This is an optimization exercise on Yosys and OpenROAD, whose aim is small area, a short achievable clock period and few clock cycles per item, not a production implementation. Where RTL was checked, it was by simulation tests only, not by an equivalence proof against the original. The RTL of runs 2 and 3 was laid out without a check of its function.

==> flow/design.v, too long to show whole: its modules and the start of the top module <==
// module fsk_goertzel_demod: 809 lines
module fsk_goertzel_demod (
    input  wire        clk,
    input  wire        rst,
    input  wire        in_valid,
    output wire        in_ready,
    input  wire [1:0]  in_cmd,
    input  wire [15:0] in_data,
    input  wire [15:0] cfg_spb,
    input  wire [15:0] cfg_coeff0,
    input  wire [15:0] cfg_coeff1,
    output reg         out_valid,
    output reg  [7:0]  out_byte
);
  // ...
==> flow/flow/run.sh <==
#!/bin/bash
# Own layout flow: the standard ORFS flow, with the port buffers chosen as
# buf_2 cells and timing repair aiming at a setup slack well above the 20 ns
# clock's (the clock period and all constraints are unchanged).
set -euo pipefail
export BUFFER_PORTS_ARGS="-buffer_cell sky130_fd_sc_hd__buf_2"
export SETUP_SLACK_MARGIN=14.5
bash standard.sh synth > synth.log 2>&1
bash standard.sh > layout.log 2>&1
==> flow/standard.sh <==
#!/bin/bash
# synth_recipe.tcl (not shown) runs the flow's synth.tcl, then flattens the netlist and writes it again
# the make line also repeats each setting of config.mk as NAME=value (left out here)
make -C /OpenROAD-flow-scripts/flow DESIGN_CONFIG=/design/flow/config.mk WORK_HOME=/design/flow/orfs CLKGATE_MAP_FILE= SYNTH_SCRIPT=/design/flow/synth_recipe.tcl "${@:-finish}"
==> flow/config.mk <==
export PLATFORM = sky130hd
export DESIGN_NAME = fsk_goertzel_demod
export DESIGN_NICKNAME = fsk_goertzel_demod
export VERILOG_FILES = /design/flow/design.v
export SDC_FILE = /design/flow/constraint.sdc
export NUM_CORES = 4
export LEC_CHECK = 0
export CAP_MARGIN = 20
export CORE_MARGIN = 2
export CORE_UTILIZATION = 40
export SLEW_MARGIN = 20
==> flow/constraint.sdc <==
create_clock -name core_clock -period 20.0 [get_ports {clk}]
set_input_delay 4.0000 -clock core_clock [delete_from_list [all_inputs] [get_ports {clk}]]
set_output_delay 4.0000 -clock core_clock [all_outputs]
set_load 0.01 [all_outputs]
==> results.sh, run 1 <==
export IMPL_fmax_mhz=185.1
export IMPL_portBuffers=78
export IMPL_cts_tree="yes"
export IMPL_synth_area_leader_cell="dfxtp_1"
export IMPL_final_cell_mix="dfxtp_1, nand2_1, inv_1"
export IMPL_seq_share=0.3010
export IMPL_yosysWarnings=1
export IMPL_multi_input_area_um2=16470
export IMPL_grt_max_degree=67
export IMPL_synth_commonest_cells="dfxtp_1, nand2_1, inv_1, xnor2_1, nor2_1"
export IMPL_status="timing/DRC/antenna clean"
export IMPL_htreeDepth=2
export IMPL_cts_resized=7
export IMPL_viasPerCell=5.363
export IMPL_crit_slowest_cell="dfxtp_1"
export IMPL_track_usage=0.2046
export IMPL_slowest_delay_ns=0.34
export IMPL_crit_type="flop to output port"
export IMPL_area_delta_synth_final_pct=11.63
export IMPL_drtAntennaViolNets=0
export IMPL_multi_input_gates=2112
export IMPL_crit_arrival_ns=1.40
export IMPL_dominant_cells="multi-input combinational cells"
export IMPL_clock_buffers=59
export IMPL_final_area_um2=30230
export IMPL_regMostFlops="acc"
export IMPL_worst_pin_slew_ns=0.7173
export IMPL_synthArstFlopShare=0
export IMPL_path_clk_slew_ns=0.06
export IMPL_synth_most_common_cell="dfxtp_1"
export IMPL_die_h_um=264.2
export IMPL_gp_congestion=0.9358
export IMPL_synth_adder_area_share=0.1828
export IMPL_nFillCells=6428
export IMPL_syn_area_um2=27080
export IMPL_finalCriticalPeriod_ns=5.403
export IMPL_core_area_um2=67040
export IMPL_critPathCaptureType="output port"
export IMPL_start_util=0.4039
Testbench counts, summed over its fixed seeds: cycles 269,736, items 384.
==> inputs of run 2 (changes only) <==
--- a/flow/design.v
+++ b/flow/design.v
@@ -6,26 +6,26 @@
     input  wire [1:0]  in_cmd,
     input  wire [15:0] in_data,
     input  wire [15:0] cfg_spb,
     input  wire [15:0] cfg_coeff0,
     input  wire [15:0] cfg_coeff1,
     output reg         out_valid,
     output reg  [7:0]  out_byte
 );
-    reg        rdy;
+    reg        rdy, rdy_o;     
     reg        v0;
     reg [1:0]  c0;
     reg [15:0] xr;
-    assign in_ready = rdy;
+    assign in_ready = rdy_o;
     reg        active, pre, wl, cm2, wl2;
     reg [3:0]  pcnt;
     reg [15:0] wcnt, spb;
     reg [15:0] ca, cb;
-    reg        ida, idb, fra, frb;
+    reg        ida, idb, fra, frb, frm;    
     reg [23:0] s1a, s2a, s1b, s2b;
     reg [23:0] r1;
     wire [23:0] r1_d;
     wire [23:0] r2;
     reg [5:0]  ec;
     reg [1:0]  ej;
     reg [24:0] m0, m1, m2;
     reg [25:0] d0, d1, d2;
@@ -41,29 +41,30 @@
     wire do_end   = st_end && active;
     wire do_smp   = st_smp && active;
     wire do_pre   = do_smp && pre;
     wire do_data  = do_smp && !pre;
     wire trig     = do_data && wl;           
     wire clr      = do_start || do_end;
     wire        active_n = do_start ? 1'b1 : do_end ? 1'b0 : active;
     wire        pre_n    = do_start ? 1'b1 : (do_pre && wl && pcnt == 4'd15) ? 1'b0 : pre;
-    wire [15:0] wcnt_n   = clr ? 16'd0 : do_smp ? (wl ? 16'd0 : wcnt + 16'd1) : wcnt;
-    wire        wl_n     = wcnt_n == spb - 16'd1;
+    wire [15:0] wcnt_n   = (clr || (do_smp && wl)) ? spb : do_smp ? wcnt - 16'd1 : wcnt;
+    wire        wl_n     = wcnt_n == 16'd1;
     wire        dm_n     = active_n && !pre_n;      
     wire        ld_cfg   = !active_n;
     wire [3:0]  pcnt_n   = do_start ? 4'd0 : (do_pre && wl) ? pcnt + 4'd1 : pcnt;
     wire        pe_n     = active_n && pre_n && pcnt_n == 4'd15 && wl_n && spb == 16'd1;
     wire [5:0]  ec_n = rst ? 6'd0 : trig ? 6'd1 : (ec == 6'd0 || ec == 6'd46) ? 6'd0 : ec + 6'd1;
-    wire        rdy_n = !((in_valid && rdy && in_cmd == 2'd0 && dm_n) || trig ||
-                          (ec_n != 6'd0 && ((wl_n && dm_n) || pe_n)));
+    wire        stall_n = trig || (ec_n != 6'd0 && ((wl_n && dm_n) || pe_n));
+    wire        rdy_n   = !((in_valid && rdy && in_cmd == 2'd0 && dm_n) || stall_n);
+    wire        rdy_o_n = !(stall_n || (in_valid && rdy_o && in_cmd == 2'd0 && dm_n));
     wire        commit  = do_data || cm2;
     wire        wlast_c = do_data ? wl : wl2;
-    wire [15:0] xe  = frb ? 16'd0 : xr;
-    wire [23:0] s2e = frb ? 24'd0 : s2b;       
+    wire [15:0] xe  = frm ? 16'd0 : xr;
+    wire [23:0] s2e = frm ? 24'd0 : s2b;       
     wire [23:0] s2m = fra ? 24'd0 : s2a;       
 wire p1_n0 = ca[1] & ~(ca[0] & 1'b0);
 wire p1_o0 = ca[0] ^ 1'b0;
 wire p1_t0 = (ca[1] & ~ca[0] & ~1'b0) | (~ca[1] & ca[0] & 1'b0);
 wire [23:0] p1_y0 = s1a ^ {24{p1_n0}};
 wire p1_pp0_0 = ((p1_o0 & p1_y0[0]) | (p1_t0 & p1_n0));
 wire p1_pp0_1 = ((p1_o0 & p1_y0[1]) | (p1_t0 & p1_y0[0]));
 wire p1_pp0_2 = ((p1_o0 & p1_y0[2]) | (p1_t0 & p1_y0[1]));
@@ -728,16 +729,17 @@
     wire        d_neg = acc[27];
     wire        d_pos = !acc[27] && (acc != 28'd0 || sticky);
     wire        bit_dec = eida ? d_neg : d_pos;       
     wire        kill_e = kill || (do_end && !last8);
     always @(posedge clk) begin
         s1b <= s1a;
         s2b <= s2a;
         frb <= clr ? 1'b1 : fra;
+        frm <= fra || clr;
         s1a <= commit ? (frb ? {{8{xr[15]}}, xr} : r2) : s1b;
         s2a <= commit ? (frb ? 24'd0 : s1b) : s2b;
         fra <= clr ? 1'b1 : commit ? wlast_c : frb;
         ca  <= ld_cfg ? cfg_coeff0 : cb;
         cb  <= ld_cfg ? cfg_coeff1 : ca;
         ida <= ld_cfg ? 1'b0 : idb;
         idb <= ld_cfg ? 1'b1 : ida;
         r1  <= r1_d;
@@ -777,25 +779,27 @@
         bq_two <= (d1[2] & ~d1[1] & ~d1[0]) | (~d1[2] & d1[1] & d1[0]);
         bq_neg <= d1[2];
         if (trig) begin
             eida  <= idb;
             last8 <= bcnt == 3'd7;
         end
         if (rst) begin
             rdy       <= 1'b1;
+            rdy_o     <= 1'b1;
             v0        <= 1'b0;
             active    <= 1'b0;
             pre       <= 1'b1;
             cm2       <= 1'b0;
             kill      <= 1'b0;
             bcnt      <= 3'd0;
             out_valid <= 1'b0;
         end else begin
             rdy    <= rdy_n;
+            rdy_o  <= rdy_o_n;
             v0     <= in_valid && rdy;
             active <= active_n;
             pre    <= pre_n;
             cm2    <= do_data;
             kill   <= trig ? 1'b0 : (do_end && ec != 6'd0 && !last8) ? 1'b1 : kill;
             out_valid <= 1'b0;
             if (clr) bcnt <= 3'd0;
             if (f_dec && !kill_e) begin
==> flow/flow/run.sh (replaced) <==
#!/bin/bash
# Own layout flow: the standard ORFS flow, with the port buffers chosen as
# buf_2 cells and timing repair aiming at a setup slack well above the 20 ns
# clock's (the clock period and all constraints are unchanged).
set -euo pipefail
export BUFFER_PORTS_ARGS="-buffer_cell sky130_fd_sc_hd__buf_2"
export SETUP_SLACK_MARGIN=15
bash standard.sh synth > synth.log 2>&1
bash standard.sh > layout.log 2>&1
==> run 2 against run 1 <==
  * Register-to-register slack better by 0.19 ns
  * Global-route usage is 1.2 points higher
  * Worst setup slack better by 0.26 ns
  * Critical path depth is 1 lower
  * Largest cell class unchanged
  * Sequential cell count is 2 higher
  * Synthesized cell count is 3.6% lower
  * Synthesized area is 2.4% lower
  * Count of clock-buffer cells in the layout is 1 higher
  * Cell count is 1.1% lower
  * Clock skew is 0.0084 ns higher
  * Core utilization is 2.8 points higher
==> results.sh, run 2 <==
export IMPL_fin_setup_tns_ns=0
export IMPL_cp_num_cells=1
export IMPL_rows=94
export IMPL_hpwlAfterDp_mm=55.01
export IMPL_cp_top_family="flip-flops"
export IMPL_crit_chain="buf_6"
export IMPL_ys_ff_latch=435
export IMPL_critPathMaxFanout=2
export IMPL_required_ns=16.00
export IMPL_portBuffers=78
export IMPL_drv_slew=0
export IMPL_avgRoutedWirePerCell_um=19.57
export IMPL_ys_seq_area_frac=0.3456
export IMPL_area_delta_synth_final_pct=18.85
export IMPL_path_clk_slew_ns=0.06
export IMPL_clock_path_buffers=3
export IMPL_status="timing/DRC/antenna clean"
export IMPL_seqCellArea_um2=9161
export IMPL_yosysWarnings=1
export IMPL_timing_critical_path_buf_inv=1
export IMPL_drt_iter0_markers=1258
export IMPL_rsz0062_at_grt="yes"
export IMPL_layout_cells_most_common="dfxtp_1"
export IMPL_finClkSkew_ns=0.03068
export IMPL_die_h_um=261.0
export IMPL_r2r_cells=21
export IMPL_multi_input_area_um2=17020
export IMPL_antenna_cells=0
export IMPL_core_area_um2=65630
export IMPL_synth_commonest_cells="dfxtp_1, nand2_1, inv_1, xnor2_1, clkbuf_1"
export IMPL_final_cell_mix="dfxtp_1, nand2_1, inv_1"
export IMPL_place_inst=3651
export IMPL_synth_top_area_share=0.2978
export IMPL_grt_max_degree=96
export IMPL_regMostFlops="acc"
export IMPL_syn_area_um2=26420
export IMPL_setup_worst_path_start_class="flop"
export IMPL_totalWireLength_mm=74.76
export IMPL_synth_flop_cell="dfxtp_1"
export IMPL_synthArstFlopShare=0
export IMPL_top_regs="acc x28, d1 x26, d2 x26"
export IMPL_crit_slowest_cell="edfxtp_1"
export IMPL_hp_class="flop to flop"
export IMPL_cts_root_buffer="clkbuf_16"
export IMPL_cap_violations=0
export IMPL_grt_ovfl_total=0
export IMPL_r2r_slack_ns=14.90
export IMPL_antenna_found_initial=0
export IMPL_nFillCells=6118
export IMPL_track_usage=0.2169
export IMPL_nets=3290
export IMPL_die_width_um=261.0
export IMPL_cts_tree="yes"
export IMPL_worst_pin_slew_ns=1.087
export IMPL_synth_most_common_cell="dfxtp_1"
export IMPL_holdPathStages=0
export IMPL_hold_violations=0
export IMPL_htreeDepth=2
export IMPL_synth_cell_types=78
export IMPL_vias=20561
export IMPL_synth_area_top_cells="dfxtp_1, fa_1, ha_1, xnor2_1, edfxtp_1"
export IMPL_drive_above_1_share=0.1719
export IMPL_first_pass_iters=7
export IMPL_critPathCaptureType="output port"
export IMPL_pin_count=79
export IMPL_crit_arrival_ns=1.14
export IMPL_hold_worst_slack_ns=0.3208
export IMPL_crit_type="flop to output port"
export IMPL_finalCriticalPeriod_ns=5.143
export IMPL_grt_pass1_vias=20821
export IMPL_grt_pass1_wl_mm=115.8
export IMPL_setup_violations=0
export IMPL_stdcell_count=3820
export IMPL_die_area_um2=68120
export IMPL_syn_nets=3232
export IMPL_viasPerCell=5.382
export IMPL_gp_congestion=0.9401
export IMPL_syn_inst=2863
export IMPL_synth_edf_count=42
export IMPL_cts_num_sinks=435
export IMPL_synth_area_leader_cell="dfxtp_1"
export IMPL_drc=0
export IMPL_numCtsBuffers=45
export IMPL_slew_headroom=0.2745
export IMPL_drtAntennaViolNets=0
export IMPL_fmax_mhz=194.4
export IMPL_synth_avg_cell_area_um2=9.227
export IMPL_finalCritPeriodShare=0.2572
export IMPL_start_util=0.4025
export IMPL_clock_latency_ns=0.59
export IMPL_largest_reg_flops=28
export IMPL_slowest_delay_ns=0.42
[run 2: changes by cell type after synthesis, sizes merged, moves of 16 or more]
cell / before / now
o21ai: 113 / 137
buf: 42 / 26
nand2: 299 / 249
nand3b: 27 / 6
nand2b: 49 / 73
xnor2: 193 / 163
[run 2: path summary, 6_finish.rpt]
kind                          from               to
min                s2a[21]$_DFF_P_  s2b[21]$_DFF_P_
min reg2reg        s2a[21]$_DFF_P_  s2b[21]$_DFF_P_
max reg2reg          ca[1]$_DFF_P_   r1[21]$_DFF_P_
max          out_byte[2]$_DFFE_PP_      out_byte[2]
[run 2: metrics by stage]
step	util	cell area, um2	setup WS (ns)
finish	0.4784	31400	14.86
global route	0.4784	31400	14.66
CTS	0.4679	30700	14.80
detailed placement	0.4198	27550	14.21
global placement	0.4198	27550	14.32
floorplan	-	26610	15.00
[run 2: cell families (layout without fill, tap and decap cells)]
kind of cell / count (synthesis) / in the layout / synth area share
AND/OR/NAND/NOR: 715 / 715 / 0.1293
AO/OA/AOI/OAI: 609 / 609 / 0.1452
flip-flops: 435 / 435 / 0.3456
buffers and inverters: 417 / 510 / 0.05982
adder cells (fa/ha/maj): 300 / 300 / 0.1864
XOR/XNOR: 285 / 285 / 0.09449
multiplexers: 102 / 102 / 0.03926
[run 2: area by class of cell]
type	count	share of cell area
Clock inverter	22	0.007651
Clock buffer	60	0.04156
Timing Repair inverter	4	0.0007970
Multi-Input combinational cell	2011	0.5422
Inverter	230	0.02809
Tap cell	864	0.03443
Sequential cell	435	0.2918
Timing Repair Buffer	194	0.05348
[run 2: layer usage]
metal | global-route usage | routed length (um) | vias up | part of all wire
met3 | 0.02942 | 4163 | 173 | 0.056
met5 | 0 | 0 | - | 0
li1 | - | - | 9761 | -
met1 | 0.2873 | 32960 | 10011 | 0.44
met4 | 0.08191 | 2825 | 0 | 0.038
met2 | 0.3610 | 34810 | 616 | 0.47
[run 2: what timing repair did]
item	CTS	global route
hold buffers	0	0
gates resized for setup	181	95
pin swaps	68	45
endpoints found under the setup margin	59	49
gates cloned	13	1
buffers inserted	54	19
==> inputs of run 3 (changes only) <==
--- a/flow/flow/run.sh
+++ b/flow/flow/run.sh
@@ -4,6 +4,6 @@
 # clock's (the clock period and all constraints are unchanged).
 set -euo pipefail
 export BUFFER_PORTS_ARGS="-buffer_cell sky130_fd_sc_hd__buf_2"
-export SETUP_SLACK_MARGIN=15
+export SETUP_SLACK_MARGIN=14.5
 bash standard.sh synth > synth.log 2>&1
 bash standard.sh > layout.log 2>&1
==> run 3 against run 2 <==
  * Register-to-register slack got worse by 0.30 ns
  * Count of clock-buffer cells in the layout fell by 3
  * Global-route usage fell by 0.93 points
  * Worst setup slack got worse by 0.25 ns
  * Design area fell by 4.4%
  * Hold slack improved by 0.0027 ns
  * Sequential share of layout area rose by 1.3 points
  * Critical path type is now flop to flop
  * Highest routed layer is now met5
==> results.sh, run 3 <==
export IMPL_status="timing/DRC/antenna clean"
export IMPL_syn_inst=2863
export IMPL_cts_tree="yes"
export IMPL_syn_nets=3232
export IMPL_die_h_um=261.0
export IMPL_top_regs="acc x28, d1 x26, d2 x26"
export IMPL_hold_violations=0
export IMPL_synth_area_top_cells="dfxtp_1, fa_1, ha_1, xnor2_1, edfxtp_1"
export IMPL_cap_violations=0
export IMPL_pin_count=79
export IMPL_synth_avg_cell_area_um2=9.227
export IMPL_ys_seq_area_frac=0.3456
export IMPL_final_cell_mix="dfxtp_1, nand2_1, inv_1"
export IMPL_finClkSkew_ns=0.07089
export IMPL_synthArstFlopShare=0
export IMPL_cts_root_buffer="clkbuf_16"
export IMPL_critPathCaptureType="flop"
export IMPL_grt_max_degree=96
export IMPL_area_delta_synth_final_pct=13.66
export IMPL_cts_num_sinks=435
export IMPL_avgRoutedWirePerCell_um=19.13
export IMPL_worst_pin_slew_ns=1.067
export IMPL_core_area_um2=65630
export IMPL_vias=20190
export IMPL_synth_simple_area_share=0.1293
export IMPL_drv_slew=0
export IMPL_synth_cell_types=78
export IMPL_syn_area_um2=26420
export IMPL_required_ns=20.44
export IMPL_finalCritPeriodShare=0.2698
export IMPL_viasPerCell=5.353
export IMPL_start_util=0.4025
export IMPL_grt_pass1_vias=20259
export IMPL_r2r_slack_ns=14.60
export IMPL_regMostFlops="acc"
export IMPL_synth_flop_cell="dfxtp_1"
export IMPL_crit_type="flop to flop"
export IMPL_numCtsBuffers=47
export IMPL_setup_violations=0
export IMPL_htreeDepth=2
export IMPL_synth_adder_area_share=0.1864
export IMPL_synth_compound_area_frac=0.1452
export IMPL_synth_top_family_by_area="adder cells"
export IMPL_slew_headroom=0.2885
export IMPL_fin_setup_tns_ns=0
export IMPL_clock_latency_ns=0.62
export IMPL_gp_congestion=0.9380
export IMPL_critPathMaxFanout=13
export IMPL_synth_xor_area_frac=0.09449
export IMPL_crit_arrival_ns=5.83
export IMPL_drtAntennaViolNets=0
export IMPL_largest_reg_flops=28
export IMPL_track_usage=0.2076
export IMPL_met2_wirelength_mm=34.13
export IMPL_synth_commonest_cells="dfxtp_1, nand2_1, inv_1, xnor2_1, clkbuf_1"
export IMPL_totalWireLength_mm=72.16
export IMPL_rows=94
export IMPL_rsz0062_at_grt="yes"
export IMPL_synth_edf_count=42
export IMPL_yosysWarnings=1
export IMPL_routed_wl_met3_mm=3.555
export IMPL_hp_class="flop to flop"
export IMPL_die_area_um2=68120
export IMPL_grt_ovfl_total=0
export IMPL_synth_mux_area_frac=0.03926
export IMPL_cts_hold_buffers=0
export IMPL_antenna_found_initial=2
export IMPL_drive_above_1_share=0.1156
export IMPL_synth_most_common_cell="dfxtp_1"
export IMPL_hold_worst_slack_ns=0.3235
export IMPL_finalCriticalPeriod_ns=5.396
export IMPL_portBuffers=78
export IMPL_top_layer="met5"
export IMPL_synth_area_leader_cell="dfxtp_1"
export IMPL_drc=0
export IMPL_die_width_um=261.0
export IMPL_clock_path_buffers=3
export IMPL_hpwlAfterDp_mm=53.96
export IMPL_wl_met1_mm=32.31
export IMPL_path_clk_slew_ns=0.06
export IMPL_setup_worst_path_start_class="flop"
export IMPL_grt_pass1_wl_mm=111.3
export IMPL_fmax_mhz=185.3
export IMPL_ys_ff_latch=435
export IMPL_drt_iter0_markers=1096
export IMPL_first_pass_iters=5
export IMPL_layout_cells_most_common="dfxtp_1"
export IMPL_synth_top_area_share=0.2978
export IMPL_nets=3238
## run 3: cell types whose count changed in the layout (fill, tap and decap cells not counted), sizes merged
cell / delta
buf: -53
bufbuf: -4
inv: +4
bufinv: +3
clkinvlp: +2
clkinv: -1
diode: +1
## run 3: path summary, 6_finish.rpt
path | startpoint | end | depth (start not counted)
hold reg to reg | m2[15]$_DFF_P_ | m1[15]$_DFF_P_ | 0
hold / removal | m2[15]$_DFF_P_ | m1[15]$_DFF_P_ | 0
setup reg to reg | cb[9]$_DFF_P_ | s1a[22]$_DFF_P_ | 20
setup / recovery | cb[9]$_DFF_P_ | s1a[22]$_DFF_P_ | 20
## run 3: logic make-up after synthesis
kind of cell               count (synthesis)
DFF                                      435
buffers and inverters                    417
adders and majority gates                300
AOI/OAI and AO/OA                        609
muxes                                    102
and+or+nand+nor                          715
xor gates and xnor gates                 285
## run 3: repair_timing
action                     CTS  global route
setup buffers                5            18
pin swaps                    4            21
setup endpoints to repair   23            33
gates resized for setup     44            65
gates cloned                 4             7
## run 3: through the flow
step	instances	worst slack, ns	util	area, um2
after global routing	3772	14.44	0.4575	30030
after global placement	3650	14.06	0.4181	27440
after detailed placement	3650	13.83	0.4181	27440
final	3772	14.60	0.4575	30030
after CTS	3746	14.49	0.4483	29420
after floorplan	2863	14.58	-	26420
## run 3: layer usage
| metal | vias up | global-route usage |
|---|---|---|
| met3 | 135 | 0.02720 |
| li1 | 9677 | - |
| met1 | 9839 | 0.2791 |
| met5 | - | 0 |
| met2 | 537 | 0.3480 |
| met4 | 2 | 0.06376 |
## run 3: area by class of cell
type / instances / area (um2)
Antenna cell: 1 / 2.502
Clock buffer: 57 / 1306
Inverter: 230 / 878.3
Fill cell: 6252 / 35600
Multi-Input combinational cell: 2011 / 16150
Clock inverter: 30 / 376.6
Tap cell: 864 / 1081
Timing Repair Buffer: 140 / 1064
Timing Repair inverter: 4 / 25.02
Sequential cell: 435 / 9148
## run 3: critical path: stages, from the launching register on
cell and delay, ns:
dfxtp_1 0.35, ha_2 0.22, nor2b_4 0.16, buf_12 0.18, xor2_1 0.23, a22oi_1 0.15
fa_1 0.45, inv_1 0.09, fa_1 0.43, fa_1 0.49, ha_4 0.31, and4_2 0.28
nand2_1 0.07, a211o_1 0.33, nand4_1 0.14, nand3b_1 0.24, a211oi_2 0.38, nand2b_1 0.20
xnor2_2 0.14, o21ai_0 0.10, mux2_2 0.28

re-timing with driven ports:
Ports are ideal in the flow. The routed layouts listed here were re-timed in OpenROAD. Step 1 sets driving cells, clkbuf_16 on the clock port and buf_2 on the other inputs (assumed; they add their load-dependent delay and slew). Step 2 moves the port delays by t, midway between the first and last clock arrival at a register: inputs arrive t later, outputs are due t later. That takes back most of the time a late clock gives input paths. a / b / c = no drivers / after step 1 / after step 2; a / b = the first two.
run | shift t [ns] | slack for setup (ns) | worst setup path after step 2
run 1 | 0.652 | 14.597 / 14.539 / 14.522 | input to register
run 2 | 0.633 | 14.857 / 14.797 / 14.598 | input to register
run 3 | 0.643 | 14.604 / 14.604 / 14.604 | register to register
After both steps every run listed still meets setup and hold. For run 2, which loses most, drivers alone change the setup slack by -0.060 ns; drivers and shift together by -0.259 ns.
